This is an optimization exercise on Yosys and OpenROAD, whose aim is small area, a short achievable clock period and few clock cycles, not a production implementation.
The RTL was checked by simulation tests, not by an equivalence proof against the original design.
Power and IR drop assume default switching activity.

==> design.v <==
module rawc_seq (
    input  wire        clk,
    input  wire        rst,         
    input  wire        cmd_valid,
    output wire        cmd_ready,
    input  wire [31:0] cmd_word,
    input  wire        wr_valid,
    output wire        wr_ready,
    input  wire [7:0]  wr_byte,
    output wire        rd_valid,
    output wire [7:0]  rd_byte,
    output wire        rsp_valid,
    input  wire        rsp_ready,
    output wire [31:0] rsp_word,
    output wire        p_valid,
    input  wire        p_ready,
    output wire [3:0]  p_kind,
    output wire [5:0]  p_reg,
    output wire        p_word,
    output wire [15:0] p_wdata,
    input  wire [31:0] p_rdata
);
    localparam [3:0] K_RD    = 4'd1;    
    localparam [3:0] K_WR    = 4'd2;    
    localparam [3:0] K_ARD   = 4'd3;    
    localparam [3:0] K_ARDB  = 4'd4;    
    localparam [3:0] K_AWR   = 4'd5;    
    localparam [3:0] K_AWRB  = 4'd6;    
    localparam [3:0] K_EDIS  = 4'd7;    
    localparam [3:0] K_EEN   = 4'd8;    
    localparam [3:0] K_TMR   = 4'd9;    
    localparam [3:0] K_DLY   = 4'd10;   
    localparam [3:0] K_DIAG  = 4'd11;   
    localparam [3:0] OP_INIT     = 4'h1;
    localparam [3:0] OP_ALLOC_M  = 4'h2;
    localparam [3:0] OP_ALLOC_D  = 4'h3;
    localparam [3:0] OP_DEALL_M  = 4'h4;
    localparam [3:0] OP_DEALL_D  = 4'h5;
    localparam [3:0] OP_MOUNT_RX = 4'h6;
    localparam [3:0] OP_SEND_M   = 4'h7;
    localparam [3:0] OP_SET_IDX  = 4'h8;
    localparam [3:0] OP_GET_IDX  = 4'h9;
    localparam [3:0] OP_READ_B   = 4'hA;
    localparam [3:0] OP_WRITE_B  = 4'hB;
    localparam [3:0] OP_GET_ST   = 4'hC;
    localparam [3:0] OP_SET_ST   = 4'hD;
    localparam [3:0] OP_MOVE     = 4'hE;
    localparam [3:0] OP_RDCSR    = 4'hF;
    localparam [6:0] S_IDLE   = {3'd0, 4'd0};
    localparam [6:0] S_RSP    = {3'd1, 4'd0};
    localparam [6:0] S_RDINT  = {3'd6, K_RD};     
    localparam [6:0] S_RDBC   = {3'd3, K_RD};     
    localparam [6:0] S_FIFO   = {3'd7, K_RD};     
    localparam [6:0] S_STAT   = {3'd1, K_RD};     
    localparam [6:0] S_GIDX   = {3'd0, K_RD};     
    localparam [6:0] S_PRE    = {3'd5, K_WR};     
    localparam [6:0] S_CTL    = {3'd2, K_WR};     
    localparam [6:0] S_CLR2   = {3'd7, K_WR};     
    localparam [6:0] S_CLR1   = {3'd6, K_WR};     
    localparam [6:0] S_SIDX   = {3'd0, K_WR};     
    localparam [6:0] S_ARD    = {3'd4, K_ARD};
    localparam [6:0] S_ARDB   = {3'd0, K_ARDB};
    localparam [6:0] S_AWR    = {3'd4, K_AWR};
    localparam [6:0] S_AWRB   = {3'd0, K_AWRB};
    localparam [6:0] S_EDIS   = {3'd0, K_EDIS};   
    localparam [6:0] S_EREST  = {3'd1, K_EDIS};   
    localparam [6:0] S_EEN    = {3'd0, K_EEN};
    localparam [6:0] S_T0     = {3'd0, K_TMR};    
    localparam [6:0] S_TMR    = {3'd1, K_TMR};    
    localparam [6:0] S_DLY    = {3'd0, K_DLY};
    localparam [6:0] S_DGI    = {3'd1, K_DIAG};   
    localparam [6:0] S_DGX    = {3'd2, K_DIAG};   
    localparam [6:0] S_DGM    = {3'd3, K_DIAG};   
    localparam [6:0] S_DGZ    = {3'd4, K_DIAG};   
    reg [6:0]  st;
    reg        pv;            
    reg        rq;            
    reg [3:0]  op;
    reg        ill;           
    reg [15:0] imm;
    reg [2:0]  w;             
    reg [2:0]  mp;            
    reg        md;            
    reg        second;        
    reg [5:0]  oob;
    reg [1:0]  mnt;           
    reg [3:0]  diags;
    reg        prior;         
    reg [31:0] t0;
    function [5:0] reg_of;
        input [2:0] ww;
        input [2:0] which;    
        begin
            case (ww)
                3'd0:    reg_of = 6'd0  + {3'd0, which};
                3'd1:    reg_of = 6'd5  + {3'd0, which};
                3'd2:    reg_of = 6'd10 + {3'd0, which};
                3'd3:    reg_of = 6'd15 + {3'd0, which};
                3'd4:    reg_of = 6'd20 + {3'd0, which};
                default: reg_of = 6'd25 + {3'd0, which};
            endcase
        end
    endfunction
    function ge12;
        input [11:0] a;
        input [11:0] b;
        integer i;
        reg gt, eq;
        begin
            gt = 1'b0;
            eq = 1'b1;
            for (i = 11; i >= 0; i = i - 1) begin
                gt = gt | (eq & a[i] & ~b[i]);
                eq = eq & ~(a[i] ^ b[i]);
            end
            ge12 = gt | eq;
        end
    endfunction
    function [15:0] dec16;
        input [15:0] a;
        integer i;
        reg borrow;
        begin
            borrow = 1'b1;
            for (i = 0; i < 16; i = i + 1) begin
                dec16[i] = a[i] ^ borrow;
                borrow   = borrow & ~a[i];
            end
        end
    endfunction
    function [7:0] mask1;
        input [2:0] ww;
        begin
            case (ww)
                3'd0:    mask1 = 8'h02;
                3'd1:    mask1 = 8'h04;
                default: mask1 = 8'h01;
            endcase
        end
    endfunction
    function [15:0] mask2;
        input [2:0] ww;
        begin
            case (ww)
                3'd2:    mask2 = 16'h0010;
                3'd3:    mask2 = 16'h0020;
                3'd4:    mask2 = 16'h0004;
                default: mask2 = 16'h0008;
            endcase
        end
    endfunction
    function legal;
        input [31:0] x;
        reg [3:0] o;
        reg [2:0] xw;
        reg [2:0] xp;
        begin
            o  = x[31:28];
            xw = x[26:24];
            xp = x[22:20];
            case (o)
                OP_INIT, OP_DEALL_M, OP_DEALL_D:
                    legal = (x[27:0] == 28'd0);
                OP_ALLOC_M, OP_ALLOC_D, OP_SEND_M:
                    legal = (x[27:16] == 12'd0) && (x[15:12] == 4'd0);
                OP_RDCSR:
                    legal = (x[27:16] == 12'd0) && (x[15:1] == 15'd0);
                OP_MOUNT_RX, OP_GET_IDX:
                    legal = !x[27] && (x[23:0] == 24'd0) && !(xw[2] && xw[1]);
                OP_GET_ST:
                    legal = !x[27] && (x[23:0] == 24'd0) && (xw[2:1] == 2'd0);
                OP_SET_IDX, OP_READ_B, OP_WRITE_B:
                    legal = !x[27] && (x[23:16] == 8'd0) && !(xw[2] && xw[1]);
                OP_SET_ST:
                    legal = !x[27] && (x[23:1] == 23'd0) && (xw[2:1] == 2'd0);
                OP_MOVE:
                    legal = !x[23] && (x[19:12] == 8'd0) && !(xw[2] && xw[1]) && !(xp[2] && xp[1:0] != 2'd0);
                default:
                    legal = 1'b0;
            endcase
        end
    endfunction
    wire [3:0] kind = st[3:0];
    wire       hs   = pv && p_ready;
    assign p_valid = pv;
    assign p_kind  = kind;
    assign rd_valid = hs && (st == S_ARDB);
    assign rd_byte  = p_rdata[7:0];
    wire [2:0] sub     = st[6:4];
    wire       is_diag = kind[3] && kind[1];               
    wire       fixed   = sub[2] && (sub[1] || sub[0]);     
    wire       w_lo    = (w[2:1] == 2'd0);                 
    wire [7:0] m1      = {5'd0, w == 3'd1, w == 3'd0, w_lo ? 1'b0 : 1'b1};
    reg  [5:0] fix_reg;
    always @(*) begin
        case (sub[1:0])
            2'd1:    fix_reg = w_lo ? 6'd30 : 6'd31;             
            2'd2:    fix_reg = 6'd30;                            
            default: fix_reg = kind[0] ? ((op == OP_ALLOC_M) ? 6'd32 : 6'd33) : 6'd31;   
        endcase
    end
    assign p_reg  = is_diag ? {sub, w} : fixed ? fix_reg : reg_of(w, sub);
    assign p_word = !(fixed && (sub[1:0] == 2'd2 || (sub[1:0] == 2'd1 && w_lo)));
    wire        use_byte = kind[2] && kind[1];         
    wire        use_fix  = fixed && !is_diag;          
    wire        use_ctl  = (sub == 3'd2) && !is_diag;  
    wire        use_dz   = is_diag && (sub != 3'd1);   
    reg  [15:0] fix_data;
    always @(*) begin
        case (sub[1:0])
            2'd1:    fix_data = w_lo ? {8'd0, m1} : mask2(w);    
            2'd2:    fix_data = {8'd0, m1};                       
            default: fix_data = 16'h003C;                         
        endcase
    end
    assign p_wdata = use_byte ? {8'd0, t0[23:16]} :
                     use_fix  ? fix_data :
                     use_ctl  ? {md, mp, second ? 12'd0 : imm[11:0]} :
                     use_dz   ? {15'd0, (sub == 3'd2) && (op == OP_WRITE_B)} :
                     imm;
    assign rsp_valid = rq;
    assign rsp_word  = {ill, 11'd0, diags, ill ? 16'd0 : t0[15:0]};
    wire [15:0] rd16    = p_rdata[15:0];
    wire        rd_nz   = (rd16 != 16'd0);
    wire        rd0     = p_rdata[0];
    wire [5:0]  dlo    = {1'b0, p_rdata[4:0]} - {1'b0, t0[4:0]};
    wire        blo    = dlo[5];
    wire [26:0] th     = p_rdata[31:5];
    wire [26:0] t0h    = t0[31:5];
    wire [26:0] xeq    = ~(th ^ t0h);                   
    reg  [26:0] c1;
    integer ci;
    always @(*) begin
        c1[0] = !xeq[0];
        for (ci = 1; ci < 27; ci = ci + 1)
            c1[ci] = t0h[ci-1] ? (xeq[ci] == th[ci-1]) : xeq[ci];
    end
    wire        hi_eq0 = &xeq;
    wire        hi_eq1 = &c1;
    wire        lt5    = (dlo[4:3] == 2'd0) && !(dlo[2] && dlo[1:0] != 2'd0);
    wire        lt20   = !dlo[4] || (dlo[3:2] == 2'd0);
    wire        is_si  = (op == OP_SET_IDX);
    wire        lo_lt  = is_si ? lt5 : lt20;
    wire        tmo    = !((blo ? hi_eq1 : hi_eq0) && lo_lt);
    wire        hit     = (w == 3'd0) ? p_rdata[1] : (w == 3'd1) ? p_rdata[2] : p_rdata[0];
    wire        fifo_ok = (rd16[15:12] != 4'd0) || ge12(rd16[11:0], imm[11:0]);    
    wire        go_mv   = fifo_ok || (op == OP_ALLOC_M && rd_nz);
    wire        last_b  = (imm == 16'd1);
    wire        zlen    = (imm == 16'd0);
    reg [6:0] nA, nB;
    reg       dsel_hit, dsel_tmo, dsel_nz, dsel_go, dsel_rd0;
    always @(*) begin
        nA = S_RSP;
        nB = S_RSP;
        dsel_hit = 1'b0;
        dsel_tmo = 1'b0;
        dsel_nz  = 1'b0;
        dsel_go  = 1'b0;
        dsel_rd0 = 1'b0;
        case (st)
            S_EDIS:  begin nA = S_PRE; nB = S_PRE; end
            S_PRE:   begin nA = S_CTL; nB = S_CTL; end
            S_CTL:   begin nA = S_EEN; nB = S_EEN; end
            S_EEN:   begin nA = S_T0;  nB = S_T0;  end
            S_T0:    begin nA = is_si ? S_STAT : S_RDINT; nB = nA; end
            S_RDINT: begin
                dsel_hit = 1'b1;
                nA = (w[2:1] != 2'd0) ? S_CLR2 : S_CLR1;
                nB = S_TMR;
            end
            S_CLR2:  begin nA = S_CLR1; nB = S_CLR1; end
            S_CLR1,
            S_DGM:   begin nA = prior ? S_RDBC : S_EREST; nB = nA; end
            S_TMR: begin
                dsel_tmo = 1'b1;
                nA = is_si ? S_DGI : S_DGM;
                nB = is_si ? S_STAT : S_DLY;
            end
            S_DLY:   begin nA = S_RDINT; nB = S_RDINT; end
            S_EREST: begin nA = S_RDBC;  nB = S_RDBC;  end
            S_RDBC: begin
                if (op == OP_INIT && !second) begin
                    nA = S_EDIS; nB = S_EDIS;
                end else if (op == OP_MOUNT_RX) begin
                    dsel_nz = 1'b1;
                    nA = S_RSP; nB = S_DGZ;
                end
            end
            S_FIFO:  begin dsel_go = 1'b1; nA = S_EDIS; nB = S_RSP; end
            S_STAT:  begin dsel_rd0 = 1'b1; nA = S_TMR; nB = S_RSP; end
            S_SIDX:  begin nA = S_T0; nB = S_T0; end
            S_DGX:   begin nA = (op == OP_WRITE_B) ? S_AWR : S_ARD; nB = nA; end
            S_ARD,
            S_ARDB:  begin nA = zlen || last_b && st == S_ARDB ? S_RSP : S_ARDB; nB = nA; end
            S_AWR,
            S_AWRB:  begin nA = zlen || last_b && st == S_AWRB ? S_RSP : S_AWRB; nB = nA; end
            default: ;
        endcase
    end
    wire d = (dsel_hit && hit) || (dsel_tmo && tmo) || (dsel_nz && rd_nz) ||
             (dsel_go && go_mv) || (dsel_rd0 && rd0);
    wire rqA = (nA == S_RSP);
    wire rqB = (nB == S_RSP);
    wire pvA = !rqA && !(nA == S_AWRB && !wr_valid);
    wire pvB = !rqB && !(nB == S_AWRB && !wr_valid);
    wire want_b = (st == S_AWR && !zlen) || (st == S_AWRB && !last_b);
    assign wr_ready = (hs && want_b) || (st == S_AWRB && !pv);
    wire take_b = wr_ready && wr_valid;
    assign cmd_ready = (kind == 4'd0);
    wire acc = cmd_valid && cmd_ready;
    wire [3:0] c_op = cmd_word[31:28];
    wire [2:0] c_w  = cmd_word[26:24];
    wire       c_ok = legal(cmd_word);
    reg [5:0] oob_set, oob_clr;
    always @(*) begin
        oob_set = 6'd0;
        oob_clr = 6'd0;
        if (hs) begin
            case (st)
                S_DGI:  oob_set[w] = 1'b1;
                S_STAT: oob_clr[w] = !rd0;
                S_RDBC: begin
                    oob_clr[3] = (op == OP_ALLOC_M) && rd_nz && !second;
                    oob_clr[1] = (op == OP_ALLOC_D) && rd_nz;
                end
                default: ;
            endcase
        end
    end
    genvar gi;
    generate
        for (gi = 0; gi < 6; gi = gi + 1) begin : g_oob
            always @(posedge clk) begin
                if (rst)
                    oob[gi] <= 1'b0;
                else if (oob_set[gi] || oob_clr[gi])
                    oob[gi] <= oob_set[gi];
            end
        end
    endgenerate
    reg [6:0] st_acc;
    reg       pv_acc;
    always @(*) begin
        pv_acc = 1'b1;
        st_acc = S_RSP;
        case (c_op)
            OP_INIT, OP_DEALL_M, OP_DEALL_D, OP_MOUNT_RX,
            OP_SEND_M, OP_MOVE:       st_acc = S_EDIS;
            OP_ALLOC_M, OP_ALLOC_D:   st_acc = S_FIFO;
            OP_SET_IDX:               st_acc = S_SIDX;
            OP_GET_IDX:               st_acc = S_GIDX;
            OP_READ_B:                st_acc = oob[c_w] ? S_DGX : S_ARD;
            OP_WRITE_B:               st_acc = oob[c_w] ? S_DGX : S_AWR;
            default:                  pv_acc = 1'b0;    
        endcase
        if (!c_ok) begin
            st_acc = S_RSP;
            pv_acc = 1'b0;
        end
    end
    reg [6:0] st_o;
    reg       pv_o, rq_o;
    always @(*) begin
        st_o = st;
        pv_o = pv;
        rq_o = rq;
        if (rq && rsp_ready) begin
            rq_o = 1'b0;
            st_o = S_IDLE;
        end
        if (st == S_AWRB && !pv && wr_valid) pv_o = 1'b1;
        if (acc) begin
            st_o = st_acc;
            pv_o = pv_acc;
            rq_o = !pv_acc;
        end
    end
    always @(posedge clk) begin
        if (rst) begin
            st <= S_IDLE;
            pv <= 1'b0;
            rq <= 1'b0;
        end else if (hs) begin
            st <= d ? nA  : nB;
            pv <= d ? pvA : pvB;
            rq <= d ? rqA : rqB;
        end else begin
            st <= st_o;
            pv <= pv_o;
            rq <= rq_o;
        end
    end
    always @(posedge clk) begin
        if (rst) begin
            mnt <= 2'd0;
        end else begin
            if (take_b) t0[23:16] <= wr_byte;
            if (hs) begin
                case (st)
                    S_EDIS:  prior <= rd0;
                    S_T0:    t0 <= p_rdata;
                    S_DGI:   begin
                        diags[0] <= 1'b1;
                        t0[15:0] <= 16'd0;
                    end
                    S_DGX:   diags[1] <= 1'b1;
                    S_DGM:   diags[2] <= 1'b1;
                    S_DGZ:   begin
                        diags[3] <= 1'b1;
                        t0[15:0] <= 16'd0;
                    end
                    S_RDBC: begin
                        case (op)
                            OP_INIT: begin
                                second <= 1'b1;
                                w      <= 3'd4;
                                md     <= 1'b1;
                                t0[15:0] <= 16'd0;
                            end
                            OP_ALLOC_M: begin
                                t0[15:0] <= {15'd0, rd_nz && !second};
                            end
                            OP_ALLOC_D: begin
                                t0[15:0] <= {15'd0, rd_nz};
                                if (rd_nz) mnt[1] <= 1'b1;
                            end
                            OP_MOUNT_RX,
                            OP_MOVE: t0[15:0] <= rd16;
                            default: t0[15:0] <= 16'd0;
                        endcase
                    end
                    S_FIFO: begin
                        t0[15:0] <= 16'd0;
                        if (!fifo_ok) begin
                            second <= 1'b1;
                            w      <= 3'd2;
                            md     <= 1'b0;
                        end
                    end
                    S_STAT: begin
                        if (!rd0) t0[15:0] <= 16'd0;
                    end
                    S_GIDX:  t0[15:0] <= rd16;
                    S_ARDB,
                    S_AWRB:  imm <= dec16(imm);
                    default: ;
                endcase
            end
            if (acc) begin
                op     <= c_op;
                ill    <= !c_ok;
                imm    <= cmd_word[15:0];
                diags  <= 4'd0;
                second <= 1'b0;
                w      <= c_w;
                mp     <= cmd_word[22:20];
                md     <= cmd_word[27];
                case (c_op)
                    OP_INIT:     begin w <= 3'd1; mp <= 3'd3; md <= 1'b0; end
                    OP_ALLOC_M:  begin w <= 3'd3; mp <= 3'd1; md <= 1'b1; end
                    OP_ALLOC_D:  begin w <= 3'd1; mp <= 3'd2; md <= 1'b1; end
                    OP_DEALL_M:  begin w <= 3'd2; mp <= 3'd1; md <= 1'b0; end
                    OP_DEALL_D:  begin w <= 3'd0; mp <= 3'd2; md <= 1'b0; end
                    OP_MOUNT_RX: begin mp <= 3'd0; md <= 1'b1; end
                    OP_SEND_M:   begin w <= 3'd3; mp <= 3'd0; md <= 1'b0; end
                    default: ;
                endcase
                case (c_op)
                    OP_GET_ST: t0[15:0] <= {15'd0, mnt[c_w[0]]};
                    OP_SET_ST: t0[15:0] <= 16'd0;
                    OP_RDCSR:  t0[15:0] <= cmd_word[0] ? {14'd0, mnt} : {10'd0, oob};
                    default:   t0[15:0] <= cmd_word[15:0];
                endcase
                if (c_ok) begin
                    case (c_op)
                        OP_INIT:     mnt <= 2'b00;
                        OP_DEALL_D:  mnt[0] <= 1'b0;
                        OP_MOUNT_RX: if (c_w == 3'd0) mnt[0] <= 1'b1;
                        OP_SET_ST:   mnt[c_w[0]] <= cmd_word[0];
                        default: ;
                    endcase
                end
            end
        end
    end
endmodule
==> flow/run.sh <==
#!/bin/bash
# Layout flow: the standard ORFS flow (standard.sh), with these changes:
#  - the port buffers inserted during placement use the smallest buffer cell;
#  - synthesis leaves adders to ABC instead of extracting half/full adder
#    cells (ADDER_MAP_FILE empty), so carry chains are mapped as logic; the
#    synthesis script and its register names are the standard ones;
#  - clock tree synthesis uses clkbuf_4/clkbuf_8 and adds no dummy loads.
set -euo pipefail
export BUFFER_PORTS_ARGS="-buffer_cell sky130_fd_sc_hd__buf_1"
export ADDER_MAP_FILE=
export CTS_ARGS="-sink_clustering_enable -repair_clock_nets -buf_list {sky130_fd_sc_hd__clkbuf_4 sky130_fd_sc_hd__clkbuf_8} -dont_use_dummy_load"
bash standard.sh > standard_flow.log 2>&1
==> standard.sh <==
#!/bin/bash
# synth_recipe.tcl (not shown) runs the flow's synth.tcl, then flattens the netlist and writes it again
# the make line also repeats each setting of config.mk as NAME=value (left out here)
make -C /OpenROAD-flow-scripts/flow DESIGN_CONFIG=/design/flow/config.mk WORK_HOME=/design/flow/orfs CLKGATE_MAP_FILE= SYNTH_SCRIPT=/design/flow/synth_recipe.tcl "${@:-finish}"
==> config.mk <==
export PLATFORM = sky130hd
export DESIGN_NAME = rawc_seq
export DESIGN_NICKNAME = rawc_seq
export VERILOG_FILES = /design/flow/design.v
export SDC_FILE = /design/flow/constraint.sdc
export NUM_CORES = 4
export LEC_CHECK = 0
export CAP_MARGIN = 10
export CORE_MARGIN = 2
export CORE_UTILIZATION = 55
export SETUP_SLACK_MARGIN = 1.9
export SLEW_MARGIN = 10
==> constraint.sdc <==
create_clock -name core_clock -period 5.0 [get_ports {clk}]
set_input_delay 1.0000 -clock core_clock [delete_from_list [all_inputs] [get_ports {clk}]]
set_output_delay 1.0000 -clock core_clock [all_outputs]
set_load 0.01 [all_outputs]
==> results of run 1 <==
stage by stage:
stage          area, sq um  instances
2_1_floorplan         7550        958
3_3_place_gp          7930       1197
3_5_place_dp          7930       1197
4_1_cts               8550       1241
5_1_grt               8800       1251
6_report              8800       1251
registers in the layout, summed over array words and instances, names as in the netlist:
name    cells
w           3
second      1
oob         6
mp          3
md          1
mnt         2
imm        16
st          7
ill         1
t0         32
diags       4
rq          1
pv          1
op          4
prior       1
cell families (layout without fill, tap and decap cells):
| logic type | after synthesis | in the layout | share of synthesized area [%] |
|---|---|---|---|
| flip-flops | 83 | 83 | 31.1 |
| XOR/XNOR | 54 | 54 | 6.33 |
| multiplexers | 22 | 22 | 3.16 |
| buffers and inverters | 109 | 225 | 7.05 |
| AND/OR/NAND/NOR | 424 | 425 | 29.5 |
| AO/OA/AOI/OAI | 248 | 248 | 21.9 |
| other | 1 | 11 | 0.0502 |
| adder cells (fa/ha/maj) | 7 | 7 | 0.954 |
area by class of cell:
cell class | count | area (sq um)
repair buffers | 193 | 978
inverters | 23 | 86.3
multi-input cells | 767 | 5050
clock buffers | 9 | 124
fillers | 1203 | 4450
well taps | 176 | 220
flip-flops and latches | 83 | 2340
where the power goes:
part           leakage [uW]  internal [uW]  switching, uW  total (uW)
clock             0.0000647            162            248         409
combinational       0.00222            157            244         400
sequential         0.000768            776           29.8         805
total               0.00305           1090            522        1620
routing by layer:
layer | vias to the layer above | part of all wire (%) | track usage (%)
met1 | 3734 | 40 | 47.4
li1 | 3721 | - | -
met2 | 499 | 47 | 58.0
met3 | 78 | 9.3 | 4.91
met4 | 0 | 3.5 | 15.0
met5 | - | 0 | 0
how the worst max path moves through the flow:
stage	to
global route	st[6]
floorplan	st[6]
global placement	st[6]
CTS	st[6]
finish	st[4]
detailed placement	st[6]
Yosys cell counts (5+ instances only):
master / instances
nor2_1: 112
nand2_1: 76
edfxtp_1: 66
a21oi_1: 64
o21ai_0: 49
clkbuf_1: 48
nor2b_1: 48
nor3_1: 34
xnor2_1: 33
buf_4: 30
nand2b_1: 29
nand3_1: 27
inv_1: 21
xor2_1: 21
a31oi_1: 19
mux2i_1: 18
dfxtp_1: 17
nor4_1: 17
a22oi_1: 12
a22o_1: 10
and3_1: 10
and2_1: 9
or4_1: 8
a32oi_1: 7
nand4_1: 7
nor3b_1: 7
o211ai_1: 7
o21ai_1: 7
o221ai_1: 7
or3_1: 7
maj3_1: 6
a21o_1: 5
o22ai_1: 5
or2_1: 5
worst min-delay path, cell delays in order (launching register included):
cell,delay [ns]
dfxtp_1,0.35
o31ai_1,0.08
a21oi_1,0.06
what timing repair did:
item                                    4_1_cts  5_1_grt
gates cloned                                  1        0
pin swaps                                    14       12
buffers inserted                             34       10
hold endpoints to repair                      0        0
endpoints found under the setup margin       93       53
hold buffers                                  0        0
gates resized for setup                      62       47
==> results.txt, run 1 <==
- CTS tree: yes
- Grt ovf: 0
- Post-synthesis async set-or-reset flop share: 0%
- Most common flop cell mapped by yosys: edfxtp_1
- Cells taking the most area after synthesis: edfxtp_1 27%, nor2_1 5.6%, dfxtp_1 4.6%, a21oi_1 4.3%, nor2b_1 4.0%
- Count of distinct cell types in the synthesized netlist: 83
- Max incr delay on CP: 0.57 ns
- RR Startpoint: st[0]
- CP bufs+invs: 3
- Die X-Extent: 121 microns
- Drt drc: 0
- Min-delay worst type: flip-flop to flip-flop
- Antenna diode count: 0
- Post-synthesis cell count: 948
- Top cell type by total area after synthesis: edfxtp_1
- Number of synthesized flops with an enable pin: 66
- Commonest non-fill, non-tap cell in the layout: buf_1
- Hold Path Origin: oob[0]
- Largest net degree at the start of global routing: 31
- Final setup fails: 0
- Leading cell types in the layout, fill and taps excluded: 123 x buf_1, 102 x nor2_1, 69 x nand2_1
- Number of max-cap violations: 0
- Final setup margin: 1.74 ns
- Fin Hold WS: 0.530 ns
- Hold Vio Cnt, Final: 0
- Cts bufs inserted: 9
- I/O pins: 150
- Final #Nets: 1,155
- Drt total wl: 26,100 microns
- Root buffer cell: clkbuf_8
- Top delay family on crit path: simple AND/OR/NAND/NOR gates
- CP Launch Point: cmd_word[14]
- Pins Over Slew Limit: 0
- Core box area: 13,200 sq um
- CP Capture Type: flip-flop
- Critical Path Fanout Max: 4
- Reg-to-reg slack, setup: 1.82 ns
- HPWL Detailed: 18,700 microns
- R2R cell count: 10
- Flops & latches, synth: 83
- Htree depth: 3
- Setup TNS: 0 ns
- GP Congestion: 1.02
- Die area: 14,500 sq um
- Layout cells sized above 1: 15.3%
- Synth warn: 1
- Final min period: 3.26 ns
- Clk slew on worst S/H paths: 0.08 ns
- CP cell instances: buf_6, or4_4, or4b_4, o21ai_2, o311ai_2, a211oi_2, buf_4, buf_4, o311ai_2, a32oi_1, o22ai_1
- Pwr/cell area: 184 nW/um^2
- Cell row count: 42
- IO Port Bufs: 138
- Initial DRC Count: 923
- Avg Cell Area, Syn: 7.88 sq um
- Slew of the pin with the lowest slew margin: 0.965 ns
- Fin crit share: 65.3%
- Post-Syn Area: 7470 sq um
- Place WS: 0.975 ns
- Worst hold endpoint: oob[0]
- Vias: 8,032
- Peak supply drop: 123 uV
- Clk sinks: 83
- CP max stage cell: or4_4
- Drt via density: 6.42
- GRT Util Overall: 35.5%
- First-pass GRT wire length: 40,100 microns
- Crit. path cell count: 11
- Vias in the first global route: 7,254
- Util after Layout: 66.4%
- Synth top area share: 26.5%
- Clock insertion delay at the later pin of the skew report: 0.39 ns
- Chip height: 121 microns
- Arrival time worst endpoint: 3.51 ns
- Status: no timing/DRC/antenna violations
- Lkg Pwr: 0.00305 uW
- Layout overhead on the synthesized area: 17.7%
- Final Skew: 0.0265 ns
- Initial Util: 56.4%
- Endpoint of the worst register-to-register path: st[1]
- Drt first pass iters: 7
- CTS max path bufs: 2
- Worst hold stages: 2
- Initial antenna violation count: 0
- Fmax: 0.306 GHz
- RSZ-0062 raised after global routing: true
- Seq/Total Area, Yosys: 31.1%
- ANT nets after route: 0
- Startpoint Class: input pin
- Drt wl/cell: 20.8 microns
- Req. time, crit path: 5.24 ns
- Setup CP Type: input pin to flip-flop
- Tot Pwr: 1620 uW
- Slew HR: 34.0%
Testbench counts, summed over its fixed seeds: cycles 146,720.
==> run 2: changes to the inputs <==
--- a/config.mk
+++ b/config.mk
@@ -9,4 +9,4 @@
 export CORE_MARGIN = 2
-export CORE_UTILIZATION = 55
-export SETUP_SLACK_MARGIN = 1.9
+export CORE_UTILIZATION = 65
+export SETUP_SLACK_MARGIN = 1.6
 export SLEW_MARGIN = 10
==> results.txt, run 2 <==
- Register area: 2340 sq um (-0.11%)
- Capture point of the worst path: p_wdata[0]
- Final setup fails: 0 (unchanged)
- Grt ovf: 0 (unchanged)
- Drt via density: 6.74 (+5.0%)
- Slew of the pin with the lowest slew margin: 0.982 ns (+0.0177 ns)
- Reg with most FFs: t0
- HPWL Detailed: 18,200 microns (-2.4%)
- Critical Path Fanout Max: 23 (+19)
- Top delay family on crit path: compound AO/OA/AOI/OAI gates
- Util after Layout: 72.6% (+6.2 points)
- Synth Area in Compound Gates: 21.9% (unchanged)
- Root buffer cell: clkbuf_8
- Cells taking the most area after synthesis: edfxtp_1 27%, nor2_1 5.6%, dfxtp_1 4.6%, a21oi_1 4.3%, nor2b_1 4.0%
- Core box area: 11,300 sq um (-15%)
- Commonest non-fill, non-tap cell in the layout: buf_1
- Drt total wl: 24,600 microns (-5.5%)
- Die area: 12,400 sq um (-15%)
- Most common cell in the netlist: nor2_1
- Chip height: 111 microns (-7.7%)
- Htree depth: 3 (unchanged)
- Startpoint Class: flip-flop
- I/O pins: 150 (unchanged)
- Post-synthesis async set-or-reset flop share: 0% (unchanged)
- CTS tree: yes
- Final #Nets: 1,126 (-2.5%)
- Arrival time worst endpoint: 2.39 ns (-1.12 ns)
- Number of synthesized flops with an enable pin: 66 (unchanged)
- Pins Over Slew Limit: 0 (unchanged)
- Clock insertion delay at the later pin of the skew report: 0.38 ns (about the same)
- Initial DRC Count: 1,202 (+30%)
- Setup TNS: 0 ns (unchanged)
- Synth top area share: 26.5% (unchanged)
- Mux contribution to synthesized area: 3.16% (unchanged)
- CP bufs+invs: 1 (-2)
- Drt drc: 0 (unchanged)
- Layout overhead on the synthesized area: 9.94%
- Status: no timing/DRC/antenna violations
- CTS max path bufs: 2 (unchanged)
- Min-delay worst type: flip-flop to flip-flop
- Top post-synthesis cells by count: 112 x nor2_1, 76 x nand2_1, 66 x edfxtp_1
- Avg Cell Area, Syn: 7.88 sq um (unchanged)
- Cts bufs inserted: 9 (unchanged)
- Hold Vio Cnt, Final: 0 (unchanged)
- Leading registers by flop count: t0: 32 flops, imm: 16 flops, st: 7 flops
- Post-synthesis cell count: 948 (unchanged)
- Synth warn: 1 (unchanged)
- RR Startpoint: st[6]
- Main combinational cell family by area after synthesis: simple AND/OR/NAND/NOR gates
- Reg-to-reg slack, setup: 1.77 ns (-0.05 ns)
- Lkg Pwr: 0.00281 uW (-8.0%)
- ANT nets after route: 0 (unchanged)
- Count of distinct cell types in the synthesized netlist: 83 (unchanged)
- Vias: 8,015 (-0.21%)
- Slew HR: 34.3% (+0.24 points)
- Post-Synth XOR/XNOR Area: 6.33% (unchanged)
- Post-Syn Area: 7470 sq um (unchanged)
- Post-synthesis adder-cell area fraction: 0.954% (unchanged)
- Largest net degree at the start of global routing: 31 (unchanged)
- CP Launch Point: st[5]
- Endpoint of the worst register-to-register path: st[1]
- Fmax: 0.295 GHz (-3.6%)
- Top cell type by total area after synthesis: edfxtp_1
- Die X-Extent: 111 microns (-7.7%)
- Crit. path cell count: 9 (-2)
- Layout cells sized above 1: 7.55% (-7.8 points)
- Fill cell count: 962 (-20%)
- Req. time, crit path: 4.00 ns (-1.24 ns)
- Drt first pass iters: 7 (unchanged)
- Seq/Total Area, Yosys: 31.1% (unchanged)
- Leading cell types in the layout, fill and taps excluded: 135 x buf_1, 108 x nor2_1, 75 x nand2_1
- First-pass GRT wire length: 38,300 microns (-4.6%)
- Crit-path most repeated cell: a31oi_1
- Flops & latches, synth: 83 (unchanged)
- Antenna diode count: 0 (unchanged)
- CP cell instances: nor3b_2, nand2_1, a21oi_4, nor2b_1, a31oi_1, nor2_1, a31oi_1, a21oi_1, buf_1
- Initial Util: 66.0% (+9.6 points)
- Max reg flops: 32 (unchanged)
- Drt wl/cell: 20.7 microns (-0.60%)
- GP Congestion: 1.01 (-1.6%)
- RSZ-0062 raised after global routing: true
- Clk slew on worst S/H paths: 0.07 ns (about the same)
- Vias in the first global route: 7,191 (-0.87%)
- Setup CP Type: flip-flop to primary output
- Hold buffers post-CTS: 0 (unchanged)
- Multi-input gate area: 4750 sq um (-5.9%)
- R2R cell count: 11 (+1)
- Number of max-cap violations: 0 (unchanged)
- Final Skew: 0.0168 ns (-0.00968 ns)
- Simple-gate share of the synthesized area: 29.5% (unchanged)
- Max incr delay on CP: 0.49 ns (-0.08 ns)
- Pwr/cell area: 190 nW/um^2 (+3.7%)
- Most common flop cell mapped by yosys: edfxtp_1
- CP max stage cell: dfxtp_4
- Fin crit share: 67.7% (+2.4 points)
- Cell row count: 39 (-7.1%)
- Clk sinks: 83 (unchanged)
- CP Capture Type: primary output
- Initial antenna violation count: 0 (unchanged)
- IO Port Bufs: 138 (unchanged)
- Final min period: 3.39 ns (+0.122 ns)
- Peak supply drop: 203 uV (+66%)
- GRT Util Overall: 38.6% (+3.1 points)
run 2: worst min path at each step:
| stage | slack, ns | start | end | depth (start not counted) |
|---|---|---|---|---|
| 6_report | 0.51 | oob[0] | oob[0] | 2 |
| 2_1_floorplan | 0.45 | oob[0] | oob[0] | 2 |
| 4_1_cts | 0.50 | oob[0] | oob[0] | 2 |
| 3_5_place_dp | 0.49 | oob[0] | oob[0] | 2 |
| 5_1_grt | 0.53 | oob[0] | oob[0] | 2 |
| 3_3_place_gp | 0.50 | mnt[0] | mnt[0] | 2 |
run 2: stage by stage:
step                total power, uW  area (sq um)  std cells  hold slack (ns)  setup WS, ns
floorplan                      1050          7510        958            0.452          1.63
global placement               1150          7860       1165            0.495          1.11
detailed placement             1160          7860       1165            0.494         0.980
CTS                            1540          8040       1176            0.504          1.60
global route                   1610          8220       1189            0.532          1.57
finish                         1560          8220       1189            0.509          1.61
run 2: cell type report:
type	instances	area share, %
well taps	143	2.18
clock buffers	9	1.51
inverters	23	1.05
flip-flops and latches	83	28.4
repair buffers	165	9.01
multi-input cells	766	57.8
run 2: what timing repair did:
action / CTS / global route
buffers inserted: 2 / 13
pin swaps: 2 / 4
resized for setup: 14 / 18
endpoints found under the setup margin: 35 / 30
run 2: per-layer routing:
| metal | wire length, microns | vias to the layer above | share of wire, % | global-route usage [%] |
|---|---|---|---|---|
| met5 | 0 | - | 0 | 0 |
| li1 | - | 3647 | - | - |
| met2 | 11500 | 585 | 47 | 63.0 |
| met4 | 954 | 0 | 3.9 | 15.4 |
| met3 | 2560 | 89 | 10 | 5.63 |
| met1 | 9640 | 3694 | 39 | 51.9 |
run 2: power by group:
group          internal (uW)  switching, uW  total (uW)
registers                776           41.2         817
logic                    130            217         347
clock network            161            239         400
total                   1070            497        1560
run 2: worst register-to-register path, delay by kind of cell, from the launching register on:
family,cells,cell delay [ns]
flops,1,0.40
compound gates,3,0.43
simple gates,6,1.93
buf+inv,2,0.36
run 2: cell families after synthesis:
kind of cell,count (synthesis)
buf+inv,109
compound gates,248
other cells,1
fa+ha+maj,7
mux,22
simple gates,424
flops,83
xor+xnor,54
==> run 3: changes to the inputs <==
--- a/config.mk
+++ b/config.mk
@@ -7,6 +7,6 @@
 export LEC_CHECK = 0
-export CAP_MARGIN = 10
+export CAP_MARGIN = 0
 export CORE_MARGIN = 2
-export CORE_UTILIZATION = 65
+export CORE_UTILIZATION = 55
 export SETUP_SLACK_MARGIN = 1.6
-export SLEW_MARGIN = 10
+export SLEW_MARGIN = 0
==> results.txt, run 3 <==
- Status: no timing/DRC/antenna violations
- Root buffer cell: clkbuf_8
- Die area: 14,500 sq um (+17%)
- R2R cell count: 10 (-1)
- CTS tree: yes
- ANT nets after route: 0 (unchanged)
- Layout cells sized above 1: 8.01% (+0.46 points)
- Multi-input gate area: 4750 sq um (about the same)
- Synth top area share: 26.5% (unchanged)
- Clock power frac: 25.5% (about the same)
- Drt first pass iters: 6 (-1)
- Peak supply drop: 132 uV (-35%)
- Arrival time worst endpoint: 2.31 ns (-0.08 ns)
- Min-delay worst type: flip-flop to flip-flop
- Cts bufs inserted: 9 (unchanged)
- HPWL Detailed: 18,800 microns (+3.3%)
- Vias in the first global route: 7,115 (-1.1%)
- Hold Path Origin: oob[1]
- First-pass GRT wire length: 38,500 microns (+0.72%)
- Cell row count: 42 (+7.7%)
- Simple-gate share of the synthesized area: 29.5% (unchanged)
- Synth Area in Compound Gates: 21.9% (unchanged)
- I/O pins: 150 (unchanged)
- Die X-Extent: 121 microns (+8.4%)
- Clk sinks: 83 (unchanged)
- Part of the power in registers: 52.3% (about the same)
- GP Congestion: 1.04 (+3.4%)
- Critical Path Fanout Max: 10 (-57%)
- Drt drc: 0 (unchanged)
- Sw frac: 31.5% (-0.31 points)
- Main combinational cell family by area after synthesis: simple AND/OR/NAND/NOR gates
- Avg Cell Area, Syn: 7.88 sq um (unchanged)
- IO Port Bufs: 138 (unchanged)
- Synth warn: 1 (unchanged)
- Slew HR: 27.3% (-7.0 points)
- RSZ-0062 raised after global routing: false
- Initial Util: 56.4% (-9.6 points)
- Req. time, crit path: 4.00 ns (about the same)
- Met2 wire len: 11,700 microns (+2.4%)
- Mux contribution to synthesized area: 3.16% (unchanged)
- Leading registers by flop count: t0: 32 flops, imm: 16 flops, st: 7 flops
- Chip height: 121 microns (+8.4%)
- Finished Layout Cells: 1,225 (+3.0%)
- Clock insertion delay at the later pin of the skew report: 0.38 ns (about the same)
- Drt total wl: 25,100 microns (+1.8%)
- Core box area: 13,200 sq um (+17%)
- Pwr/cell area: 188 nW/um^2 (-1.0%)
- Most common cell in the netlist: nor2_1
- Post-Synth XOR/XNOR Area: 6.33% (unchanged)
- Psw: 491 uW (-1.2%)
- RR Startpoint: op[2]
- Pins Over Slew Limit: 0 (unchanged)
- Final Skew: 0.0259 ns (+0.00912 ns)
- Hold Vio Cnt, Final: 0 (unchanged)
- Fin crit share: 66.1% (-1.6 points)
- Comb pwr share: 22.2% (about the same)
- Grt ovf: 0 (unchanged)
- Hold buffers post-CTS: 0 (unchanged)
- Initial DRC Count: 1,027 (-15%)
- Fill cell count: 1,248 (+30%)
- M1 WL: 10,300 microns (+6.5%)
- Drt via density: 6.38 (-5.4%)
- Clk slew on worst S/H paths: 0.08 ns (about the same)
- Post-synthesis async set-or-reset flop share: 0% (unchanged)
- Layout overhead on the synthesized area: 10.8%
- Slew of the pin with the lowest slew margin: 1.09 ns (+0.105 ns)
- Setup CP Type: flip-flop to primary output
- CP Capture Type: primary output
- Met3 wire len: 2340 microns (-8.7%)
- Worst hold stages: 2 (unchanged)
- Setup TNS: 0 ns (unchanged)
- Cells taking the most area after synthesis: edfxtp_1 27%, nor2_1 5.6%, dfxtp_1 4.6%, a21oi_1 4.3%, nor2b_1 4.0%
- Lkg Pwr: 0.00283 uW (+0.85%)
- CTS max path bufs: 2 (unchanged)
- CP Launch Point: w[0]
- Post-synthesis cell count: 948 (unchanged)
- GRT Util Overall: 34.1% (-4.5 points)
- Number of max-cap violations: 0 (unchanged)
- Max reg flops: 32 (unchanged)
- Htree depth: 3 (unchanged)
- Post-Syn Area: 7470 sq um (unchanged)
- Fmax: 0.302 GHz (+2.4%)
- Largest net degree at the start of global routing: 30 (-3.2%)
- Seq/Total Area, Yosys: 31.1% (unchanged)
- Antenna diode count: 0 (unchanged)
- Initial antenna violation count: 0 (unchanged)
- Drt wl/cell: 20.5 microns (-1.2%)
- Startpoint Class: flip-flop
- Most common flop cell mapped by yosys: edfxtp_1
- Int Pwr: 1070 uW (+0.20%)
- Top cell type by total area after synthesis: edfxtp_1
- Number of synthesized flops with an enable pin: 66 (unchanged)
- Flops & latches, synth: 83 (unchanged)
- Top post-synthesis cells by count: 112 x nor2_1, 76 x nand2_1, 66 x edfxtp_1
- Top Layer Used: met4
- Final min period: 3.31 ns (-0.0785 ns)
- Final setup fails: 0 (unchanged)
- Reg with most FFs: t0
- Vias: 7,815 (-2.5%)
- Count of distinct cell types in the synthesized netlist: 83 (unchanged)
- Commonest non-fill, non-tap cell in the layout: buf_1
- Register area: 2340 sq um (about the same)
- Post-synthesis adder-cell area fraction: 0.954% (unchanged)
- Placed Cells: 1,198 (+2.8%)
- Final #Nets: 1,129 (+0.27%)
- Leading cell types in the layout, fill and taps excluded: 134 x buf_1, 108 x nor2_1, 74 x nand2_1
run 3: worst paths after layout:
kind | to | slack [ns]
setup / recovery | p_wdata[2] | 1.69
hold / removal | oob[1] | 0.53
setup reg to reg | st[1] | 1.79
hold reg to reg | oob[1] | 0.53
run 3: power by group through the flow:
| stage | logic [uW] | clock network, uW | registers, uW |
|---|---|---|---|
| finish | 347 | 398 | 816 |
| global route | 379 | 418 | 820 |
| CTS | 330 | 400 | 817 |
| detailed placement | 326 | 0 | 834 |
| global placement | 325 | 0 | 833 |
| floorplan | 240 | 0 | 812 |
run 3: what timing repair did:
item,4_1_cts,5_1_grt
gates resized for setup,11,21
pin swaps,1,4
gates cloned,0,0
setup buffers,5,13
setup endpoints to repair,36,31
run 3: through the flow:
step / area, sq um / power, uW / hold slack, ns / util [%] / setup slack, ns
floorplan: 7510 / 1050 / 0.452 / - / 1.63
global placement: 7900 / 1160 / 0.495 / 59.7 / 1.06
detailed placement: 7900 / 1160 / 0.492 / 59.7 / 1.00
CTS: 8090 / 1550 / 0.502 / 61.1 / 1.54
global route: 8280 / 1620 / 0.542 / 62.5 / 1.59
finish: 8280 / 1560 / 0.532 / 62.5 / 1.69
run 3: layer usage:
metal | vias to the layer above | GRT usage, %
li1 | 3647 | -
met1 | 3647 | 46.3
met2 | 465 | 56.0
met3 | 56 | 4.10
met4 | 0 | 12.5
met5 | - | 0
run 3: cell type report:
type / count / area share (%)
Multi-Input combinational cell: 766 / 57.4
Sequential cell: 83 / 28.2
Timing Repair Buffer: 168 / 9.19
Tap cell: 176 / 2.66
Clock buffer: 9 / 1.50
Inverter: 23 / 1.04
run 3: cell families (layout without fill, tap and decap cells):
family,after synthesis,after routing
XOR/XNOR,54,54
buffers and inverters,109,200
other,1,11
flip-flops,83,83
AO/OA/AOI/OAI,248,248
multiplexers,22,22
adder cells (fa/ha/maj),7,7
AND/OR/NAND/NOR,424,424
run 3: worst max-delay path, cell delays in order, from the launching register on:
cell      delay (ns)
edfxtp_1        0.53
nor2_1          0.25
and2_1          0.24
nor2_1          0.07
o21ai_0         0.26
a22oi_1         0.16
a21oi_1         0.25
buf_1           0.18
==> run 4: changes to the inputs <==
--- a/config.mk
+++ b/config.mk
@@ -7,3 +7,4 @@
 export LEC_CHECK = 0
-export CAP_MARGIN = 0
+export ABC_AREA = 1
+export CAP_MARGIN = 10
 export CORE_MARGIN = 2
@@ -11,2 +12,2 @@
 export SETUP_SLACK_MARGIN = 1.6
-export SLEW_MARGIN = 0
+export SLEW_MARGIN = 10
==> results.txt, run 4 <==
- Critical Path Fanout Max: 7 (-3)
- Status: no timing/DRC/antenna violations
- Reg with most FFs: t0
- Lkg Pwr: 0.00423 uW (+49%)
- Core box area: 14,400 sq um (+8.9%)
- Initial DRC Count: 1,048 (+2.0%)
- Top cell type by total area after synthesis: edfxtp_1
- Layout cells sized above 1: 5.77% (-2.2 points)
- Synth warn: 1 (unchanged)
- Clk slew on worst S/H paths: 0.09 ns (about the same)
- Crit-path most repeated cell: o21ai_0
- Antenna diode count: 0 (unchanged)
- Flops & latches, synth: 83 (unchanged)
- Drt via density: 5.79 (-9.2%)
- Post-synthesis async set-or-reset flop share: 0% (unchanged)
- Drt wl/cell: 17.7 microns (-14%)
- Startpoint Class: flip-flop
- Number of synthesized flops with an enable pin: 66 (unchanged)
- Most common cell in the netlist: nand2_1
- CP Launch Point: w[2]
- I/O pins: 150 (unchanged)
- GP Congestion: 0.993 (-4.6%)
- Max incr delay on CP: 0.59 ns (+0.06 ns)
- Reg-to-reg slack, setup: 1.79 ns (about the same)
- Leading cell types in the layout, fill and taps excluded: 366 x nand2_1, 216 x inv_1, 164 x nor2_1
- Fin area: 8750 sq um (+5.7%)
- Arrival time worst endpoint: 2.32 ns (about the same)
- Die area: 15,700 sq um (+7.9%)
- Slew HR: 37.1% (+9.9 points)
- Die X-Extent: 125 microns (+3.9%)
- Avg Cell Area, Syn: 6.09 sq um (-23%)
- CP max stage cell: edfxtp_1
- Initial Util: 56.1% (-0.38 points)
- CP Capture Type: primary output
- Drt drc: 0 (unchanged)
- Leading registers by flop count: t0: 32 flops, imm: 16 flops, st: 7 flops
- Largest net degree at the start of global routing: 30 (unchanged)
- Initial antenna violation count: 1 (+1)
- R2R cell count: 8 (-2)
- Slew of the pin with the lowest slew margin: 0.941 ns (-0.147 ns)
- Hold Vio Cnt, Final: 0 (unchanged)
- Cells taking the most area after synthesis: edfxtp_1 25%, nand2_1 17%, inv_1 10%, nor2_1 7.7%, nand3_1 6.4%
- Most common flop cell mapped by yosys: edfxtp_1
- Post-synthesis cell count: 1,328 (+40%)
- Vias: 9,396 (+20%)
- ANT nets after route: 0 (unchanged)
- Fmax: 0.302 GHz (-0.26%)
- Endpoint of the worst register-to-register path: imm[15]
- Top post-synthesis cells by count: 369 x nand2_1, 217 x inv_1, 166 x nor2_1
- RR Startpoint: st[2]
- Final min period: 3.32 ns (+0.00869 ns)
- Capture point of the worst path: p_reg[0]
- GRT Util Overall: 35.6% (+1.5 points)
- Clock insertion delay at the later pin of the skew report: 0.39 ns (about the same)
- Cts bufs inserted: 9 (unchanged)
- Vias in the first global route: 8,477 (+19%)
- Cell row count: 44 (+4.8%)
- Dpl cell area: 8560 sq um (+8.4%)
- Count of distinct cell types in the synthesized netlist: 56 (-33%)
- Clk sinks: 83 (unchanged)
- IO Port Bufs: 138 (unchanged)
- Htree depth: 3 (unchanged)
- Max reg flops: 32 (unchanged)
- Drt first pass iters: 6 (unchanged)
- Root buffer cell: clkbuf_8
- First-pass GRT wire length: 44,200 microns (+15%)
- Pwr/cell area: 381 nW/um^2 (+100%)
- Setup CP Type: flip-flop to primary output
- Seq/Total Area, Yosys: 28.7% (-2.4 points)
- Final setup fails: 0 (unchanged)
- CTS tree: yes
- Layout overhead on the synthesized area: 8.19%
- Synth top area share: 24.5% (-2.0 points)
- Drt total wl: 28,700 microns (+14%)
- HPWL Detailed: 22,900 microns (+21%)
- Commonest non-fill, non-tap cell in the layout: nand2_1
- Final #Nets: 1,518 (+34%)
- Hold buffers post-CTS: 0 (unchanged)
- Post-Syn Area: 8090 sq um (+8.2%)
- Pins Over Slew Limit: 0 (unchanged)
- CTS max path bufs: 2 (unchanged)
- Chip height: 125 microns (+3.9%)
- Setup TNS: 0 ns (unchanged)
- Req. time, crit path: 4.00 ns (about the same)
- Final Skew: 0.0254 ns (-0.000545 ns)
- Peak supply drop: 359 uV (+170%)
- Number of max-cap violations: 0 (unchanged)
- Fill cell count: 1,493 (+20%)
- Min-delay worst type: flip-flop to flip-flop
- CP cell instances: inv_1, nor2_1, nor2_1, xor2_1, o21ai_0, o21ai_0, o21ai_0, buf_1
- Grt ovf: 0 (unchanged)
- Fin crit share: 66.3% (+0.17 points)
- RSZ-0062 raised after global routing: true
-- run 4: cell types whose count changed after synthesis, moves of 16 or more --
cell / delta
nor2b_1: -48
nand2b_1: -29
o32ai_1: +16
clkbuf_1: -36
nand4_1: +27
mux2i_1: -18
xnor2_1: -33
nand3_1: +77
nand2_1: +293
inv_1: +196
nor2_1: +54
xor2_1: -19
-- run 4: cell type report --
| class | instances | area [sq um] | area share [%] |
|---|---|---|---|
| multi-input combinational | 966 | 4610 | 52.7 |
| sequential | 83 | 2330 | 26.6 |
| inverter | 236 | 890 | 10.2 |
| timing repair buffer | 144 | 563 | 6.44 |
| tap | 184 | 230 | 2.63 |
| clock buffer | 9 | 124 | 1.42 |
-- run 4: how the worst min path moves through the flow --
| stage | startpoint | cells after the start | to |
|---|---|---|---|
| 2_1_floorplan | mnt[0] | 2 | mnt[0] |
| 3_3_place_gp | mnt[0] | 2 | mnt[0] |
| 3_5_place_dp | mnt[0] | 2 | mnt[0] |
| 4_1_cts | mnt[0] | 2 | mnt[0] |
| 5_1_grt | mnt[0] | 2 | mnt[0] |
| 6_report | mnt[0] | 2 | mnt[0] |
-- run 4: repair_timing --
item / 4_1_cts / 5_1_grt
endpoints found under the setup margin: 16 / 8
gates resized for setup: 9 / 9
pin swaps: 0 / 1
buffers inserted: 0 / 2
-- run 4: critical path: cells and delay by family (launching register included) --
kind | cells | cell delay (ns)
buf+inv | 2 | 0.36
compound gates | 3 | 0.36
flops | 1 | 0.59
simple gates | 2 | 0.45
xor+xnor | 1 | 0.17
-- run 4: routing by layer --
metal / GRT usage [%] / up-vias / part of all wire [%]
met5: 0 / - / 0.038
met4: 19.0 / 2 / 5.2
met3: 4.32 / 88 / 9.0
met2: 59.6 / 565 / 47
met1: 45.2 / 4194 / 38
li1: - / 4547 / -
-- run 4: cells by family (layout without fill, tap and decap cells) --
logic type,Yosys count,count (layout),synth area share [%]
flip-flops,83,83,28.7
AO/OA/AOI/OAI,209,209,15.7
XOR/XNOR,2,2,0.217
other,1,11,0.0464
buffers and inverters,289,389,15.2
AND/OR/NAND/NOR,744,744,40.1
-- run 4: power breakdown --
group	switching [uW]	internal (uW)	total, uW
sequential	130	931	1060
combinational	1320	531	1860
clock	251	162	412
-- run 4: through the flow --
stage	util [%]	std cells	worst slack, ns	hold slack [ns]	power, uW
final	60.7	1622	1.68	0.508	3330
after global routing	60.7	1622	1.53	0.533	3520
after CTS	60.3	1620	1.59	0.502	3260
after detailed placement	59.4	1611	1.56	0.489	2840
after global placement	59.4	1611	1.59	0.475	2850
after floorplan	-	1338	2.29	0.457	2310
==> run 5: changes to the inputs <==
--- a/config.mk
+++ b/config.mk
@@ -7,3 +7,2 @@
 export LEC_CHECK = 0
-export ABC_AREA = 1
 export CAP_MARGIN = 10
@@ -13 +12,2 @@
 export SLEW_MARGIN = 10
+export TNS_END_PERCENT = 20
==> results.txt, run 5 <==
- Status: no timing/DRC/antenna violations
- Flops & latches, synth: 83 (unchanged)
- Leading cell types in the layout, fill and taps excluded: 136 x buf_1, 110 x nor2_1, 75 x nand2_1
- Seq/Total Area, Yosys: 31.1% (+2.4 points)
- Initial antenna violation count: 0 (-1)
- Layout overhead on the synthesized area: 8.80%
- ANT nets after route: 0 (unchanged)
- Vias in the first global route: 7,099 (-16%)
- GR Util met2: 55.7% (-3.9 points)
- GRT Util Overall: 34.0% (-1.7 points)
- IO Port Bufs: 138 (unchanged)
- Slew of the pin with the lowest slew margin: 1.07 ns (+0.132 ns)
- Fin crit share: 69.9% (+3.6 points)
- Pins Over Slew Limit: 0 (unchanged)
- Drt wl/cell: 20.5 microns (+16%)
- Clk sinks: 83 (unchanged)
- Drt first pass iters: 5 (-1)
- Top cell type by total area after synthesis: edfxtp_1
- Commonest non-fill, non-tap cell in the layout: buf_1
- Drt via density: 6.41 (+11%)
- Post-synthesis async set-or-reset flop share: 0% (unchanged)
- Antenna diode count: 0 (unchanged)
- First-pass GRT wire length: 38,400 microns (-13%)
- I/O pins: 150 (unchanged)
- Arrival time worst endpoint: 2.49 ns (+0.17 ns)
- Layout cells sized above 1: 5.69% (-0.077 points)
- Clock insertion delay at the later pin of the skew report: 0.38 ns (about the same)
- Cell row count: 42 (-4.5%)
- Fmax: 0.286 GHz (-5.1%)
- Fin Hold WS: 0.502 ns (-0.00578 ns)
- Leading registers by flop count: t0: 32 flops, imm: 16 flops, st: 7 flops
- Slew HR: 28.0% (-9.2 points)
- Max reg flops: 32 (unchanged)
- Max incr delay on CP: 0.49 ns (-0.10 ns)
- Core box area: 13,200 sq um (-8.2%)
- Pwr/cell area: 191 nW/um^2 (-50%)
- Lkg Pwr: 0.00276 uW (-35%)
- Vias: 7,764 (-17%)
- Startpoint Class: flip-flop
- Top post-synthesis cells by count: 112 x nor2_1, 76 x nand2_1, 66 x edfxtp_1
- CTS tree: yes
- Reg with most FFs: t0
- Critical Path Fanout Max: 23 (+16)
- Final setup fails: 0 (unchanged)
- Hold buffers post-CTS: 0 (unchanged)
- Met3 Use GR: 4.10% (-0.22 points)
- CP Capture Type: primary output
- Final #Nets: 1,116 (-26%)
- Setup TNS: 0 ns (unchanged)
- Util after Layout: 61.4% (+0.76 points)
- RSZ-0062 raised after global routing: true
- Chip height: 121 microns (-3.7%)
- Most common flop cell mapped by yosys: edfxtp_1
- Largest net degree at the start of global routing: 30 (unchanged)
- Cts bufs inserted: 9 (unchanged)
- Synth top area share: 26.5% (+2.0 points)
- Post-Syn Area: 7470 sq um (-7.6%)
- Die X-Extent: 121 microns (-3.7%)
- Drt total wl: 24,800 microns (-13%)
- HPWL Detailed: 18,800 microns (-18%)
- CTS max path bufs: 2 (unchanged)
- Hold Vio Cnt, Final: 0 (unchanged)
- Busiest grt layer: met2
- GR Util met1: 46.2% (+1.0 points)
- Drt drc: 0 (unchanged)
- Avg Cell Area, Syn: 7.88 sq um (+29%)
- Final Skew: 0.0245 ns (-0.000912 ns)
- Root buffer cell: clkbuf_8
- Post-synthesis cell count: 948 (-29%)
- CP max stage cell: dfxtp_4
- Most common cell in the netlist: nor2_1
- Final min period: 3.49 ns (+0.179 ns)
- Number of max-cap violations: 0 (unchanged)
- CP cell instances: nor3b_1, buf_4, nand2_1, a21oi_4, nor2b_1, a31oi_1, nor2_1, a31oi_1, a21oi_1, buf_1
- Cells taking the most area after synthesis: edfxtp_1 27%, nor2_1 5.6%, dfxtp_1 4.6%, a21oi_1 4.3%, nor2b_1 4.0%
- Clk slew on worst S/H paths: 0.07 ns (-0.02 ns)
- Htree depth: 3 (unchanged)
- Die area: 14,500 sq um (-7.3%)
- Count of distinct cell types in the synthesized netlist: 83 (+48%)
- Tot Pwr: 1550 uW (-53%)
- Number of synthesized flops with an enable pin: 66 (unchanged)
- Min-delay worst type: flip-flop to flip-flop
- Grt ovf: 0 (unchanged)
- Synth warn: 1 (unchanged)
- Initial DRC Count: 987 (-5.8%)
- Crit-path most repeated cell: a31oi_1
- Setup CP Type: flip-flop to primary output
- Initial Util: 56.4% (+0.38 points)
- Peak supply drop: 137 uV (-62%)
- GP Congestion: 1.04 (+4.8%)
- Req. time, crit path: 4.00 ns (about the same)
run 5: cell count changes after synthesis, moves of 13 or more:
cell | previous run | this run
nor2_1 | 166 | 112
nand2b_1 | 0 | 29
o32ai_1 | 17 | 1
clkbuf_1 | 12 | 48
mux2i_1 | 0 | 18
inv_1 | 217 | 21
xnor2_1 | 0 | 33
xor2_1 | 2 | 21
nor2b_1 | 0 | 48
inv_2 | 15 | 2
nand3_1 | 104 | 27
nand4_1 | 34 | 7
nand2_1 | 369 | 76
o21ai_0 | 63 | 49
run 5: where the power goes:
| part | leakage (uW) | switching (uW) | internal [uW] | total (uW) |
|---|---|---|---|---|
| Combinational | 0.00193 | 210 | 124 | 334 |
| Sequential | 0.000766 | 41.9 | 777 | 819 |
| Clock | 0.0000647 | 237 | 162 | 398 |
| Total | 0.00276 | 488 | 1060 | 1550 |
run 5: cells by family (layout without fill, tap and decap cells):
group	after synthesis	in the layout	share of synthesized area [%]
AOI/OAI and AO/OA	248	248	21.9
adders and majority gates	7	7	0.954
DFF	83	83	31.1
buffers and inverters	109	187	7.05
xor gates and xnor gates	54	54	6.33
muxes	22	22	3.16
and+or+nand+nor	424	424	29.5
other	1	11	0.0502
run 5: metal layers:
metal,vias to the layer above,wire (microns)
li1,3626,-
met3,62,2130
met5,-,0
met4,0,797
met1,3617,10400
met2,459,11500
run 5: path summary, 6_finish.rpt:
| kind | startpoint | end | slack, ns | cells past startpoint |
|---|---|---|---|---|
| max | st[5] | p_wdata[0] | 1.51 | 10 |
| min | oob[0] | oob[0] | 0.50 | 2 |
| max reg2reg | op[2] | st[1] | 1.74 | 10 |
| min reg2reg | oob[0] | oob[0] | 0.50 | 2 |
run 5: per-stage QoR:
step                worst slack [ns]  instance area (sq um)  instances
floorplan                       1.63                   7510        958
global placement                1.06                   7900       1198
detailed placement              1.00                   7900       1198
CTS                             1.53                   8070       1210
global route                    1.44                   8130       1212
finish                          1.51                   8130       1212
run 5: cell type report:
| class | instances | area, sq um |
|---|---|---|
| clock buffer | 9 | 124 |
| fill | 1273 | 5110 |
| inverter | 23 | 86.3 |
| multi-input combinational | 766 | 4710 |
| sequential | 83 | 2330 |
| tap | 176 | 220 |
| timing repair buffer | 155 | 661 |
run 5: worst max-delay path, delay by kind of cell, from the launching register on:
kind	cells	cell delay, ns
compound gates	4	0.84
simple gates	4	0.45
buf+inv	2	0.35
flops	1	0.49
run 5: repair_timing:
item	in CTS	in global routing
buffers inserted	3	2
pin swaps	1	2
hold endpoints to repair	0	0
gates resized for setup	11	6
endpoints found under the setup margin	36	31
==> run 6: changes to the inputs <==
--- a/config.mk
+++ b/config.mk
@@ -10,3 +10,3 @@
 export CORE_UTILIZATION = 55
-export SETUP_SLACK_MARGIN = 1.6
+export SETUP_SLACK_MARGIN = 1.8
 export SLEW_MARGIN = 10
==> results.txt, run 6 <==
- Setup CP Type: flip-flop to primary output
- CTS max path bufs: 2 (unchanged)
- Fmax: 0.302 GHz (+5.5%)
- Hold buffers post-CTS: 0 (unchanged)
- Most common flop cell mapped by yosys: edfxtp_1
- Critical Path Fanout Max: 17 (-26%)
- Startpoint Class: flip-flop
- Largest net degree at the start of global routing: 23 (-23%)
- Number of synthesized flops with an enable pin: 66 (unchanged)
- Final setup fails: 0 (unchanged)
- Root buffer cell: clkbuf_8
- Clk slew on worst S/H paths: 0.08 ns (about the same)
- Drt first pass iters: 6 (+1)
- Arrival time worst endpoint: 2.31 ns (-0.18 ns)
- Max reg flops: 32 (unchanged)
- Hold Vio Cnt, Final: 0 (unchanged)
- ANT nets after route: 0 (unchanged)
- Pwr/cell area: 188 nW/um^2 (-1.2%)
- Count of distinct cell types in the synthesized netlist: 83 (unchanged)
- Reg-to-reg slack, setup: 1.79 ns (+0.05 ns)
- Synth top area share: 26.5% (unchanged)
- Cell row count: 42 (unchanged)
- IO Port Bufs: 138 (unchanged)
- Drt wl/cell: 20.8 microns (+1.5%)
- Fin crit share: 66.3% (-3.6 points)
- Reg with most FFs: t0
- GRT Util Overall: 35.2% (+1.2 points)
- Post-synthesis cell count: 948 (unchanged)
- Final min period: 3.31 ns (-0.182 ns)
- CP Capture Type: primary output
- Initial antenna violation count: 0 (unchanged)
- CTS tree: yes
- Initial DRC Count: 1,069 (+8.3%)
- HPWL Detailed: 18,900 microns (+0.47%)
- Number of max-cap violations: 0 (unchanged)
- Status: no timing/DRC/antenna violations
- Chip height: 121 microns (unchanged)
- Hold Path Origin: oob[0]
- Seq/Total Area, Yosys: 31.1% (unchanged)
- Top post-synthesis cells by count: 112 x nor2_1, 76 x nand2_1, 66 x edfxtp_1
- Post-Syn Area: 7470 sq um (unchanged)
- RR Startpoint: st[5]
- Req. time, crit path: 4.00 ns (about the same)
- Post-synthesis async set-or-reset flop share: 0% (unchanged)
- Commonest non-fill, non-tap cell in the layout: buf_1
- Core box area: 13,200 sq um (unchanged)
- Layout overhead on the synthesized area: 11.5%
- Worst hold stages: 2 (unchanged)
- Drt total wl: 25,600 microns (+2.9%)
- Die area: 14,500 sq um (unchanged)
- Leading cell types in the layout, fill and taps excluded: 130 x buf_1, 107 x nor2_1, 73 x nand2_1
- Final #Nets: 1,133 (+1.5%)
- CP cell instances: nand2_4, o21ai_0, o22ai_1, a22oi_1, a21oi_1, buf_1
- Slew of the pin with the lowest slew margin: 0.992 ns (-0.0800 ns)
- I/O pins: 150 (unchanged)
- RSZ-0062 raised after global routing: true
- Die X-Extent: 121 microns (unchanged)
- CP bufs+invs: 1 (-1)
- Lkg Pwr: 0.00289 uW (+4.8%)
- Grt ovf: 0 (unchanged)
- Cells taking the most area after synthesis: edfxtp_1 27%, nor2_1 5.6%, dfxtp_1 4.6%, a21oi_1 4.3%, nor2b_1 4.0%
- Max incr delay on CP: 0.53 ns (+0.04 ns)
- Top cell type by total area after synthesis: edfxtp_1
- Endpoint of the worst register-to-register path: st[0]
- Vias: 7,881 (+1.5%)
- Util after Layout: 63.0% (+1.5 points)
- Htree depth: 3 (unchanged)
- Initial Util: 56.4% (unchanged)
- Fill cell count: 1,285 (+0.94%)
- Final Skew: 0.0242 ns (-0.000267 ns)
- Layout cells sized above 1: 9.02% (+3.3 points)
- Flops & latches, synth: 83 (unchanged)
- Pins Over Slew Limit: 0 (unchanged)
- CP max stage cell: dfxtp_1
- Leading registers by flop count: t0: 32 flops, imm: 16 flops, st: 7 flops
- Peak supply drop: 145 uV (+5.6%)
- Worst hold endpoint: oob[0]
- Setup TNS: 0 ns (unchanged)
- R2R cell count: 12 (+2)
- Drt drc: 0 (unchanged)
- Synth warn: 1 (unchanged)
- First-pass GRT wire length: 39,500 microns (+3.0%)
- Top delay family on crit path: compound AO/OA/AOI/OAI gates
- Min-delay worst type: flip-flop to flip-flop
- Multi-input gate area: 4770 sq um (+1.3%)
- Drt via density: 6.41 (+0.10%)
- Most common cell in the netlist: nor2_1
- Avg Cell Area, Syn: 7.88 sq um (unchanged)
- Antenna diode count: 0 (unchanged)
- GP Congestion: 1.00 (-3.9%)
- Clk sinks: 83 (unchanged)
- Slew HR: 32.1% (+4.2 points)
- Register area: 2340 sq um (+0.27%)
- Clock insertion delay at the later pin of the skew report: 0.39 ns (about the same)
- Vias in the first global route: 7,064 (-0.49%)
- Cts bufs inserted: 9 (unchanged)
## run 6: cells by family after synthesis
| group | count (synthesis) | share of synthesized area, % |
|---|---|---|
| XOR/XNOR | 54 | 6.33 |
| multiplexers | 22 | 3.16 |
| AND/OR/NAND/NOR | 424 | 29.5 |
| flip-flops | 83 | 31.1 |
| buffers and inverters | 109 | 7.05 |
| other | 1 | 0.0502 |
| adder cells (fa/ha/maj) | 7 | 0.954 |
| AO/OA/AOI/OAI | 248 | 21.9 |
## run 6: timing repair
item                       in CTS  in global routing
setup buffers                  15                  6
gates cloned                    0                  0
gates resized for setup        23                 20
pin swaps                       1                  7
setup endpoints to repair      49                 60
## run 6: how the worst max path moves through the flow
stage          slack, ns         end         start  depth (start not counted)
2_1_floorplan       1.65       st[6]  cmd_word[12]                         10
3_3_place_gp        1.27       st[6]  cmd_word[31]                         11
3_5_place_dp        1.20       st[6]  cmd_word[31]                         11
4_1_cts             1.69       st[1]    p_rdata[0]                         10
5_1_grt             1.60       st[6]  cmd_word[13]                         11
6_report            1.69  p_wdata[2]         st[1]                          6
## run 6: cell type report
class | count | area share (%)
Timing Repair Buffer | 172 | 9.55
Tap cell | 176 | 2.64
Sequential cell | 83 | 28.1
Inverter | 23 | 1.04
Clock buffer | 9 | 1.49
Multi-Input combinational cell | 766 | 57.2
## run 6: power by group
part | internal (uW) | switching [uW] | total, uW | leakage (uW)
Sequential | 776 | 36.1 | 812 | 0.000768
Combinational | 132 | 222 | 353 | 0.00206
Clock | 162 | 245 | 406 | 0.0000647
Total | 1070 | 503 | 1570 | 0.00289
## run 6: worst min-delay path, delay by kind of cell, from the launching register on
| family | cells | cell delay, ns |
|---|---|---|
| flip-flops | 1 | 0.34 |
| AO/OA/AOI/OAI | 2 | 0.13 |
## run 6: per-stage QoR
step / hold WS, ns / std cells / power (uW) / instance area (sq um) / setup slack [ns]
6_report: 0.514 / 1229 / 1570 / 8340 / 1.69
5_1_grt: 0.515 / 1229 / 1640 / 8340 / 1.60
3_5_place_dp: 0.491 / 1199 / 1160 / 7920 / 1.20
4_1_cts: 0.503 / 1223 / 1560 / 8230 / 1.69
2_1_floorplan: 0.452 / 958 / 1050 / 7520 / 1.65
3_3_place_gp: 0.501 / 1199 / 1160 / 7920 / 1.27
## run 6: routing by layer
layer	routed length, microns	GRT usage (%)	up-vias
li1	-	-	3665
met1	10400	47.5	3632
met2	11700	56.2	508
met3	2590	6.04	76
met4	942	13.8	0
met5	0	0	-

## what the ideal ports hide
In the flow no input, the clock included, has a driving cell. The finished layouts below were timed again as built, in two steps. Step 1 sets driving cells, clkbuf_16 on the clock port and buf_2 on the other inputs (assumed; they add their load-dependent delay and slew). Step 2, shift: input delay + t, output delay - t, t = (earliest + latest rising clock arrival at the registers) / 2. This alone moves slack from input paths to output paths. Slacks: ideal ports / drivers / drivers and shift; pairs: ideal ports / drivers.
run | shift t [ns] | slack for setup (ns) | pins driven straight from the clock port
run 1 | 0.421 | 1.737 / 1.747 / 1.326 | 1
run 2 | 0.407 | 1.615 / 1.579 / 1.321 | 1
run 3 | 0.408 | 1.693 / 1.653 / 1.317 | 1
run 4 | 0.412 | 1.685 / 1.646 / 1.588 | 1
run 5 | 0.408 | 1.505 / 1.465 / 1.202 | 1
run 6 | 0.420 | 1.687 / 1.647 / 1.332 | 1
After both steps every run listed still meets setup and hold. The setup slack of run 1, which loses most, moves by +0.010 ns with the drivers and by -0.411 ns with both steps.
